Context: an optimization exercise on an open-source flow, tuned for small area, a short achievable clock period and few clock cycles per item. The choices shown serve that exercise and are no tape-out recipe. In this exercise RTL edits were held to simulation tests only and were not proved equivalent to the original. No activity file was given, so power comes from the tool's default toggle rates.

## flow/run.sh

```bash
#!/bin/bash
# synth_recipe.tcl (not shown) runs the flow's synth.tcl, then flattens the netlist and writes it again
# the make line also repeats each setting of config.mk as NAME=value (left out here)
make -C /OpenROAD-flow-scripts/flow DESIGN_CONFIG=/design/flow/config.mk WORK_HOME=/design/flow/orfs CLKGATE_MAP_FILE= SYNTH_SCRIPT=/design/flow/synth_recipe.tcl finish
```

## flow/config.mk

```make
export PLATFORM = sky130hd
export DESIGN_NAME = jmp
export DESIGN_NICKNAME = jmp
export VERILOG_FILES = /design/flow/design.v
export SDC_FILE = /design/flow/constraint.sdc
export NUM_CORES = 4
export LEC_CHECK = 0
export CAP_MARGIN = 20
export CORE_MARGIN = 2
export CORE_UTILIZATION = 40
export SLEW_MARGIN = 20
```

## flow/constraint.sdc

```tcl
create_clock -name core_clock -period 8.0 [get_ports {clk}]
set_input_delay 1.6000 -clock core_clock [delete_from_list [all_inputs] [get_ports {clk}]]
set_output_delay 1.6000 -clock core_clock [all_outputs]
set_load 0.01 [all_outputs]
```

## flow/design.v

```verilog
module jmp (
    input  wire        clk,
    input  wire        rst,           
    input  wire        load,
    input  wire [31:0] load_size,
    input  wire        start,
    input  wire        setq,
    input  wire [7:0]  setq_val,
    output wire        mem_re,
    output wire [31:0] mem_addr,
    input  wire [7:0]  mem_rdata,
    output wire        qt_we,
    output wire [10:0] qt_addr,
    output wire [7:0]  qt_wdata,
    output wire [15:0] status,
    output wire [31:0] size_o,
    output wire [7:0]  qfactor,
    output wire [31:0] offset_o,
    output wire [7:0]  width_blocks,
    output wire [7:0]  height_blocks,
    output wire [7:0]  type_o,
    output wire        precision,
    output wire [15:0] restart_interval,
    output wire [31:0] header_len,
    output wire [31:0] scan_off,
    output wire [31:0] scan_len
);
    localparam [2:0] ST_IDLE  = 3'd0,
                     ST_BUSY  = 3'd1,
                     ST_OK    = 3'd2,
                     ST_FAIL  = 3'd3,
                     ST_FAULT = 3'd4;
    localparam [31:0] SIZE_MAX = 32'hFFFF0000;
    localparam [7:0] C_NO_SOF        = 8'h10,
                     C_NO_DQT        = 8'h11,
                     C_ZERO_BLOCKS   = 8'h12,
                     C_SOF_SHORT     = 8'h13,
                     C_SOF_LENGTH    = 8'h14,
                     C_SOF_PRECISION = 8'h15,
                     C_SOF_DIMENSION = 8'h16,
                     C_SOF_NCOMP     = 8'h17,
                     C_SOF_SAMP_1ST  = 8'h18,
                     C_SOF_SAMP_OTH  = 8'h19,
                     C_SOF_QT_MISM   = 8'h1A,
                     C_SOF_REPEATED  = 8'h20,
                     C_SOS_TRUNC     = 8'h21,
                     C_SCAN_BEYOND   = 8'h22;
    localparam [4:0] PH_IDLE  = 5'd0,
                     PH_LOOP  = 5'd1,
                     PH_SR    = 5'd2,    
                     PH_SD    = 5'd3,
                     PH_CR    = 5'd4,    
                     PH_CD    = 5'd5,
                     PH_DISP  = 5'd6,    
                     PH_LR0   = 5'd7,    
                     PH_LD0   = 5'd8,
                     PH_LR1   = 5'd9,
                     PH_LD1   = 5'd10,
                     PH_SEG   = 5'd11,   
                     PH_SOF_R = 5'd12,   
                     PH_SOF_D = 5'd13,
                     PH_SOF_C = 5'd14,   
                     PH_DRI_R = 5'd15,
                     PH_DRI_D = 5'd16,
                     PH_DQ_C  = 5'd17,   
                     PH_DQ_HR = 5'd18,
                     PH_DQ_HD = 5'd19,
                     PH_DQ_TR = 5'd20,   
                     PH_DQ_TD = 5'd21,
                     PH_FIN   = 5'd22;
    localparam [2:0] K_SKIP = 3'd0,
                     K_SOF  = 3'd1,
                     K_DQT  = 3'd2,
                     K_DRI  = 3'd3,
                     K_SOS  = 3'd4;
    reg [2:0]  st;
    reg [7:0]  cause;
    reg [31:0] size;
    reg [7:0]  qf;
    reg [31:0] offset;
    reg        sof_found, dqt_found, sos_found, dri_found, eoi_seen;
    reg [7:0]  wb, hb, typ;
    reg        prec;
    reg [15:0] ri;
    reg [31:0] hl, so, sl;
    reg [4:0]  ph;
    reg [31:0] ra;         
    reg [7:0]  code;
    reg [2:0]  kind;
    reg [15:0] seg_len;    
    reg [4:0]  k;          
    reg [15:0] height, width;
    reg [7:0]  e0_samp;
    reg [7:0]  e1_id, e1_samp, e1_qt;
    reg [7:0]  e2_id, e2_samp, e2_qt;
    reg [31:0] dq_p;       
    reg [31:0] dq_end;     
    reg [3:0]  dq_id;
    reg        dq_128;
    reg [6:0]  dq_k;       
    wire [31:0] seg_end  = offset + {16'd0, seg_len};    
    wire [15:0] len_full = {seg_len[15:8], mem_rdata};
    wire        swap12  = !(e1_id < e2_id);
    wire [7:0]  i1_samp = swap12 ? e2_samp : e1_samp;
    wire [7:0]  i1_qt   = swap12 ? e2_qt   : e1_qt;
    wire [7:0]  i2_samp = swap12 ? e1_samp : e2_samp;
    wire [7:0]  i2_qt   = swap12 ? e1_qt   : e2_qt;
    wire        hd_128  = (mem_rdata[7:4] != 4'd0);
    wire [31:0] dq_rem  = dq_end - dq_p;
    wire [31:0] hd_need = hd_128 ? 32'd129 : 32'd65;
    always @(posedge clk) begin
        if (rst) begin
            st        <= ST_IDLE;
            cause     <= 8'd0;
            size      <= 32'd0;
            qf        <= 8'd255;
            offset    <= 32'd0;
            sof_found <= 1'b0;
            dqt_found <= 1'b0;
            sos_found <= 1'b0;
            dri_found <= 1'b0;
            eoi_seen  <= 1'b0;
            wb        <= 8'd0;
            hb        <= 8'd0;
            typ       <= 8'd0;
            prec      <= 1'b0;
            ri        <= 16'd0;
            hl        <= 32'd0;
            so        <= 32'd0;
            sl        <= 32'd0;
            ph        <= PH_IDLE;
            ra        <= 32'd0;
            code      <= 8'd0;
            kind      <= K_SKIP;
            seg_len   <= 16'd0;
            k         <= 5'd0;
            height    <= 16'd0;
            width     <= 16'd0;
            e0_samp   <= 8'd0;
            e1_id     <= 8'd0;
            e1_samp   <= 8'd0;
            e1_qt     <= 8'd0;
            e2_id     <= 8'd0;
            e2_samp   <= 8'd0;
            e2_qt     <= 8'd0;
            dq_p      <= 32'd0;
            dq_end    <= 32'd0;
            dq_id     <= 4'd0;
            dq_128    <= 1'b0;
            dq_k      <= 7'd0;
        end else if (st != ST_BUSY) begin
            if (load || start) begin
                if (start || load_size <= SIZE_MAX) begin
                    cause     <= 8'd0;
                    offset    <= 32'd0;
                    sof_found <= 1'b0;
                    dqt_found <= 1'b0;
                    sos_found <= 1'b0;
                    dri_found <= 1'b0;
                    eoi_seen  <= 1'b0;
                    wb        <= 8'd0;
                    hb        <= 8'd0;
                    typ       <= 8'd0;
                    prec      <= 1'b0;
                    ri        <= 16'd0;
                    hl        <= 32'd0;
                    so        <= 32'd0;
                    sl        <= 32'd0;
                end
                if (load) begin
                    if (load_size <= SIZE_MAX) begin
                        size <= load_size;
                        st   <= ST_IDLE;
                    end
                end else begin
                    st <= ST_BUSY;
                    ph <= PH_LOOP;
                end
            end else if (setq) begin
                qf <= setq_val;
            end
        end else begin
            case (ph)
            PH_LOOP: begin
                if (sos_found || offset >= size) begin
                    ph <= PH_FIN;
                end else begin
                    ra <= offset;
                    ph <= PH_SR;
                end
            end
            PH_SR: ph <= PH_SD;
            PH_SD: begin
                if (mem_rdata == 8'hFF) begin
                    if (offset + 32'd1 >= size) begin
                        offset <= size;           
                        ph     <= PH_LOOP;
                    end else begin
                        ra <= offset + 32'd1;
                        ph <= PH_CR;
                    end
                end else begin
                    offset <= offset + 32'd1;
                    if (offset + 32'd1 < size) begin
                        ra <= offset + 32'd1;
                        ph <= PH_SR;
                    end else begin
                        ph <= PH_LOOP;
                    end
                end
            end
            PH_CR: ph <= PH_CD;
            PH_CD: begin
                code   <= mem_rdata;
                offset <= offset + 32'd2;       
                ph     <= PH_DISP;
            end
            PH_DISP: begin
                ra <= offset;
                ph <= PH_LOOP;
                if (code == 8'hC0) begin                         
                    if (sof_found) begin
                        st    <= ST_FAULT;
                        cause <= C_SOF_REPEATED;
                        ph    <= PH_IDLE;
                    end else if (offset + 32'd17 > size) begin
                        st    <= ST_FAIL;
                        cause <= C_SOF_SHORT;
                        ph    <= PH_IDLE;
                    end else begin
                        kind <= K_SOF;
                        ph   <= PH_LR0;
                    end
                end else if (code == 8'hC4 || code == 8'hFE ||
                             code[7:4] == 4'hE) begin           
                    if (offset + 32'd2 > size) begin
                        offset <= size;
                    end else begin
                        kind <= K_SKIP;
                        ph   <= PH_LR0;
                    end
                end else if (code == 8'hD9) begin                
                    eoi_seen <= 1'b1;
                end else if (code == 8'hDA) begin                
                    if (offset + 32'd2 > size) begin
                        st    <= ST_FAULT;
                        cause <= C_SOS_TRUNC;
                        ph    <= PH_IDLE;
                    end else begin
                        kind <= K_SOS;
                        ph   <= PH_LR0;
                    end
                end else if (code == 8'hDB) begin                
                    dqt_found <= 1'b1;
                    if (offset + 32'd2 > size) begin
                        offset <= size;
                    end else begin
                        kind <= K_DQT;
                        ph   <= PH_LR0;
                    end
                end else if (code == 8'hDD) begin                
                    if (offset + 32'd4 <= size) begin
                        kind <= K_DRI;
                        ph   <= PH_LR0;
                    end
                end
            end
            PH_LR0: ph <= PH_LD0;
            PH_LD0: begin
                seg_len[15:8] <= mem_rdata;
                ra <= ra + 32'd1;
                ph <= PH_LR1;
            end
            PH_LR1: ph <= PH_LD1;
            PH_LD1: begin
                seg_len <= len_full;
                ph      <= PH_SEG;
            end
            PH_SEG: begin
                ph <= PH_LOOP;
                case (kind)
                K_SKIP: offset <= seg_end;
                K_SOS: begin
                    if (seg_end > size) begin
                        st    <= ST_FAULT;
                        cause <= C_SCAN_BEYOND;
                        ph    <= PH_IDLE;
                    end else begin
                        hl        <= seg_end;
                        sos_found <= 1'b1;
                    end
                end
                K_DRI: begin
                    if (seg_len >= 16'd4) begin
                        ra <= offset + 32'd2;
                        k  <= 5'd2;
                        ph <= PH_DRI_R;
                    end
                end
                K_SOF: begin
                    if (seg_len < 16'd17) begin
                        st    <= ST_FAIL;
                        cause <= C_SOF_LENGTH;
                        ph    <= PH_IDLE;
                    end else begin
                        ra <= offset + 32'd2;
                        k  <= 5'd2;
                        ph <= PH_SOF_R;
                    end
                end
                default: begin  
                    if (seg_len < 16'd2) begin
                        offset <= size;
                    end else begin
                        dq_end <= (seg_end > size) ? size : seg_end;
                        dq_p   <= offset + 32'd2;
                        ph     <= PH_DQ_C;
                    end
                end
                endcase
            end
            PH_DRI_R: ph <= PH_DRI_D;
            PH_DRI_D: begin
                if (k == 5'd2) begin
                    ri[15:8] <= mem_rdata;
                    ra <= ra + 32'd1;
                    k  <= 5'd3;
                    ph <= PH_DRI_R;
                end else begin
                    ri        <= {ri[15:8], mem_rdata};
                    dri_found <= ({ri[15:8], mem_rdata} != 16'd0);
                    offset    <= seg_end;
                    ph        <= PH_LOOP;
                end
            end
            PH_SOF_R: ph <= PH_SOF_D;
            PH_SOF_D: begin
                ra <= ra + 32'd1;
                k  <= k + 5'd1;
                ph <= PH_SOF_R;
                case (k)
                5'd2: begin
                    if (mem_rdata != 8'd8) begin
                        st    <= ST_FAIL;
                        cause <= C_SOF_PRECISION;
                        ph    <= PH_IDLE;
                    end
                end
                5'd3: height[15:8] <= mem_rdata;
                5'd4: height[7:0]  <= mem_rdata;
                5'd5: width[15:8]  <= mem_rdata;
                5'd6: begin
                    width[7:0] <= mem_rdata;
                    if (height == 16'd0 || height > 16'd2040 ||
                        {width[15:8], mem_rdata} == 16'd0 ||
                        {width[15:8], mem_rdata} > 16'd2040) begin
                        st    <= ST_FAIL;
                        cause <= C_SOF_DIMENSION;
                        ph    <= PH_IDLE;
                    end else begin
                        wb <= {width[10:8], mem_rdata[7:3]};
                        hb <= height[10:3];
                    end
                end
                5'd7: begin
                    if (mem_rdata != 8'd3) begin
                        st    <= ST_FAIL;
                        cause <= C_SOF_NCOMP;
                        ph    <= PH_IDLE;
                    end
                end
                5'd8:  ;                           
                5'd9:  e0_samp <= mem_rdata;
                5'd10: ;                           
                5'd11: e1_id   <= mem_rdata;
                5'd12: e1_samp <= mem_rdata;
                5'd13: e1_qt   <= mem_rdata;
                5'd14: e2_id   <= mem_rdata;
                5'd15: e2_samp <= mem_rdata;
                default: begin                     
                    e2_qt <= mem_rdata;
                    ph    <= PH_SOF_C;
                end
                endcase
            end
            PH_SOF_C: begin
                ph <= PH_IDLE;
                if (e0_samp == 8'h21 || e0_samp == 8'h22) begin
                    typ <= (e0_samp == 8'h22) ? 8'd1 : 8'd0;
                    if (i1_samp != 8'h11 || i2_samp != 8'h11) begin
                        st    <= ST_FAIL;
                        cause <= C_SOF_SAMP_OTH;
                    end else if (i1_qt != i2_qt) begin
                        st    <= ST_FAIL;
                        cause <= C_SOF_QT_MISM;
                    end else begin
                        sof_found <= 1'b1;
                        offset    <= seg_end;
                        ph        <= PH_LOOP;
                    end
                end else begin
                    st    <= ST_FAIL;
                    cause <= C_SOF_SAMP_1ST;
                end
            end
            PH_DQ_C: begin
                if (dq_p >= dq_end) begin
                    offset <= dq_end;
                    ph     <= PH_LOOP;
                end else begin
                    ra <= dq_p;
                    ph <= PH_DQ_HR;
                end
            end
            PH_DQ_HR: ph <= PH_DQ_HD;
            PH_DQ_HD: begin
                if (mem_rdata[3:0] == 4'hF || dq_rem < hd_need) begin
                    offset <= dq_end;
                    ph     <= PH_LOOP;
                end else begin
                    dq_id  <= mem_rdata[3:0];
                    dq_128 <= hd_128;
                    dq_k   <= 7'd0;
                    ra     <= ra + 32'd1;
                    ph     <= PH_DQ_TR;
                end
            end
            PH_DQ_TR: ph <= PH_DQ_TD;
            PH_DQ_TD: begin
                ra   <= ra + 32'd1;
                dq_k <= dq_k + 7'd1;
                ph   <= PH_DQ_TR;
                if (dq_k == (dq_128 ? 7'd127 : 7'd63)) begin
                    prec <= dq_128;
                    dq_p <= dq_p + (dq_128 ? 32'd129 : 32'd65);
                    ph   <= PH_DQ_C;
                end
            end
            PH_FIN: begin
                ph <= PH_IDLE;
                if (!sof_found) begin
                    st    <= ST_FAIL;
                    cause <= C_NO_SOF;
                end else if (!dqt_found) begin
                    st    <= ST_FAIL;
                    cause <= C_NO_DQT;
                end else if (wb == 8'd0 || hb == 8'd0) begin
                    st    <= ST_FAIL;
                    cause <= C_ZERO_BLOCKS;
                end else begin
                    so <= hl;
                    sl <= size - hl;
                    if (dri_found)
                        typ <= typ + 8'd64;
                    st <= ST_OK;
                end
            end
            default: begin
                ph <= PH_FIN;
            end
            endcase
        end
    end
    assign mem_re   = (st == ST_BUSY) &&
                      (ph == PH_SR || ph == PH_CR || ph == PH_LR0 || ph == PH_LR1 ||
                       ph == PH_SOF_R || ph == PH_DRI_R || ph == PH_DQ_HR ||
                       ph == PH_DQ_TR);
    assign mem_addr = ra;
    assign qt_we    = (st == ST_BUSY) && (ph == PH_DQ_TD);
    assign qt_addr  = dq_128 ? {dq_id, dq_k}
                             : {1'b0, dq_id, dq_k[5:0]};
    assign qt_wdata = mem_rdata;
    wire busy = (st == ST_BUSY);
    assign status = busy ? {13'd0, st}
                         : {cause, eoi_seen, dri_found, sos_found, dqt_found, sof_found, st};
    assign size_o           = size;
    assign qfactor          = qf;
    assign offset_o         = offset;
    assign width_blocks     = wb;
    assign height_blocks    = hb;
    assign type_o           = typ;
    assign precision        = prec;
    assign restart_interval = ri;
    assign header_len       = hl;
    assign scan_off         = so;
    assign scan_len         = sl;
endmodule
```

==> qor.yml <==
drt_iter0_drc: 3718
maxSlewViolCount: 0
cts_buffers: 51
syn-mean-instance-area_um2: 7.551
critical_path_required_ns: 8.56
dieArea_mm2: 0.08126
die_y_um: 285.1
power_mw: 5.917
seq_area_frac_synth_pct: 27.05
ys_seq_elements: 427
dp_slack_ns: 1.328
crit_type: "flip-flop to flip-flop"
die_w_um: 285.1
synth_top_area_share_pct: 27.05
path_max_fanout: 18
io_buffer_count: 323
grt_pass1_vias: 30530
cpMaxStageDelayCell: "dfxtp_1"
cellPowerDensity_mw_per_mm2: 157.6
io-pin-count: 331
vias: 33490
synth_edf_count: 0
final_cell_mix: "nand2_1 (513), nor2_1 (454), dfxtp_1 (427)"
pwr-share-seq_pct: 37.7
worst_slew_pin_slew_ns: 1.091
vias_per_cell: 6.137
synth_cells: 4185
tritoncts: "yes"
htreeDepth: 2
rows: 103
grt_overflow: 0
clk_pin_slew_ns: 0.07
routedWlPerCell_um: 25.26
grt_pass1_wl_mm: 202.5
synth_area_leaders: "dfxtp_1 (27%), ha_1 (11%), nand2_1 (6.1%), nor2_1 (5.5%), a21oi_1 (5.4%)"
crit_path_end_kind: "flip-flop"
net-switching-power_mw: 1.882
finalCriticalPeriod_ns: 6.979
cts.path.max_buffers: 3
yosys_warnings: 1
cpPeakStageDelay_ns: 0.79
post-cts-setup-buffers: 0
cts_num_sinks: 427
skew_ns: 0.04159
grt_antenna_before_repair: 2
drive_gt1_share_pct: 5.312
grt.total_usage_pct: 32.43
post_cts_resized: 0
netlist_area_mm2: 0.03160
coreArea_mm2: 0.07861
clk_latency_ns: 0.65
ys_types: 90
swShare_pct: 31.81
wirelength_mm: 137.8
placed_cells: 5363
nFillCells: 7999
instances_no_fill: 5457
clock.fmax_ghz: 0.1433
drcViolationCount: 0
setup_viol: 0
area.growth.synth_to_final_pct: 18.78
globalplace.congestion: 1.036
cp-start-kind: "flip-flop"
clockPowerShare_pct: 42.0
finalHoldViolations: 0
initial_utilization_pct: 40.20
layout.nets: 4701
timing.final.crit_share_pct: 87.23
synth-async-reset-ratio_pct: 0
hold_slack_ns: 0.4496
grt_max_degree: 180
rsz0062_at_grt: "no"
internal_power_mw: 4.035
hp-class: "flip-flop to flip-flop"
final_common_cell: "nand2_1"
synthFlopType: "dfxtp_1"
layout_setup_ws_ns: 1.021
ant_nets: 0
ir_drop_v: 0.0001730
dr.pass1.iters: 6
cap_violations: 0
crit_chain: "nand3_1 > nor4_1 > nand3_1 > nor2_1 > nand2_1 > xnor2_1 > ha_1 > nand2_1 > o21ai_0 > a221oi_1 > and4_1 > a2111oi_0 > buf_4 > o21ai_0 > and3b_1 > a31oi_1 > o31ai_4 > nor2_1 > a32o_1"
hpwl_mm: 104.2
slew_headroom_pct: 26.72
power.static_leakage_nw: 14.93
hold_buffers: 0
p_comb_share_pct: 20.3
tns_ns: 0
netlist.top_cell.by_area: "dfxtp_1"
outcome: "timing/DRC/antenna clean"
cts_root_buf: "clkbuf_16"
crit_arrival_ns: 7.54
path summary, 6_finish.rpt:
kind / start / endpoint / slack, ns / cells past startpoint
hold / removal: e1_samp[0] / e1_samp[0] / 0.45 / 2
hold reg to reg: e1_samp[0] / e1_samp[0] / 0.45 / 2
setup reg to reg: offset[4] / offset[26] / 1.02 / 19
setup / recovery: offset[4] / offset[26] / 1.02 / 19
area by class of cell:
class                           instances  area (um2)  area share, %
Inverter                              168       630.6          1.680
Timing Repair Buffer                  414        3946          10.51
Multi-Input combinational cell       3304       21330          56.82
Antenna cell                            2       5.005        0.01333
Clock buffer                           74        1483          3.950
Clock inverter                         18       280.3         0.7467
Sequential cell                       427        8548          22.77
Tap cell                             1050        1314          3.500
worst max-delay path, delay by kind of cell (launching register included):
kind	cells	cell delay (ns)
xor+xnor	1	0.55
flops	1	0.79
compound gates	7	1.68
buf+inv	1	0.19
simple gates	9	3.32
fa+ha+maj	1	0.35
per-layer routing:
metal	part of all wire (%)	track usage, %	up-vias
met4	5.5	15.68	0
met2	44	50.26	1574
met5	0	0	-
met1	43	43.86	15980
met3	8.0	5.120	327
li1	-	-	15610
power by group through the flow:
stage | logic [mW] | registers (mW) | clock network (mW)
final | 1.20 | 2.23 | 2.48
after global placement | 1.16 | 2.28 | 0
after detailed placement | 1.16 | 2.28 | 0
after floorplan | 0.732 | 2.25 | 0
after CTS | 1.17 | 2.23 | 2.52
after global routing | 1.29 | 2.23 | 2.59
registers in the layout, summed over array words and instances (netlist names), 16 cells and up:
signal	flops
seg_len	16
ra	32
ri	16
size	32
so	32
height	16
hl	32
offset	32
sl	32
dq_p	32
dq_end	32
cell usage after synthesis, types with 13 or more instances:
library cell	number
a211oi_1	36
a21o_1	79
a21oi_1	343
a221o_1	28
a221oi_1	37
a222oi_1	22
a22o_1	14
a22oi_1	126
a311oi_1	25
a31oi_1	35
a32o_1	18
and2_1	15
and3_1	48
and4_1	20
buf_1	21
buf_2	13
buf_4	22
clkbuf_1	235
dfxtp_1	427
ha_1	279
inv_1	168
mux2i_1	62
nand2_1	514
nand2b_1	29
nand3_1	127
nand4_1	104
nor2_1	460
nor2b_1	30
nor3_1	90
nor4_1	40
o211ai_1	50
o21a_1	26
o21ai_0	183
o221ai_1	14
o31ai_1	15
or3_1	23
xnor2_1	114
xor2_1	99
logic make-up (layout without fill, tap and decap cells):
group / after synthesis / in the layout / share of synthesized area (%)
AND/OR/NAND/NOR: 1556 / 1556 / 22.70
AO/OA/AOI/OAI: 1176 / 1176 / 25.03
buffers and inverters: 460 / 674 / 5.801
flip-flops: 427 / 427 / 27.05
adder cells (fa/ha/maj): 282 / 282 / 11.24
XOR/XNOR: 213 / 213 / 5.904
multiplexers: 70 / 70 / 2.261
other: 1 / 9 / 0.01187
per-stage QoR:
step	util [%]	area, um2
floorplan	-	31620
global route	47.74	37530
detailed placement	45.49	35760
CTS	47.73	37520
global placement	45.47	35740
finish	47.75	37540
Testbench counts, summed over its fixed seeds: cycles 161,560, items 320.

[static timing again, ports no longer ideal]
In the flow no input, the clock included, has a driving cell. The finished layout below was timed again as built, in two steps. Step 1 sets driving cells, clkbuf_16 on the clock port and buf_2 on the other inputs (assumed; they add their load-dependent delay and slew). Step 2, shift: input delay + t, output delay - t, t = (earliest + latest rising clock arrival at the registers) / 2. This alone moves slack from input paths to output paths. Three values: ideal ports, drivers, drivers and shift; two values: the first two.
t (ns): 0.696
setup slack, ns: 1.021 / 1.021 / 1.021
cell pins on the clock port's net: 1
After both steps setup and hold are still met in this run. For this run, drivers alone change the setup slack by 0.000 ns; drivers and shift together by 0.000 ns.
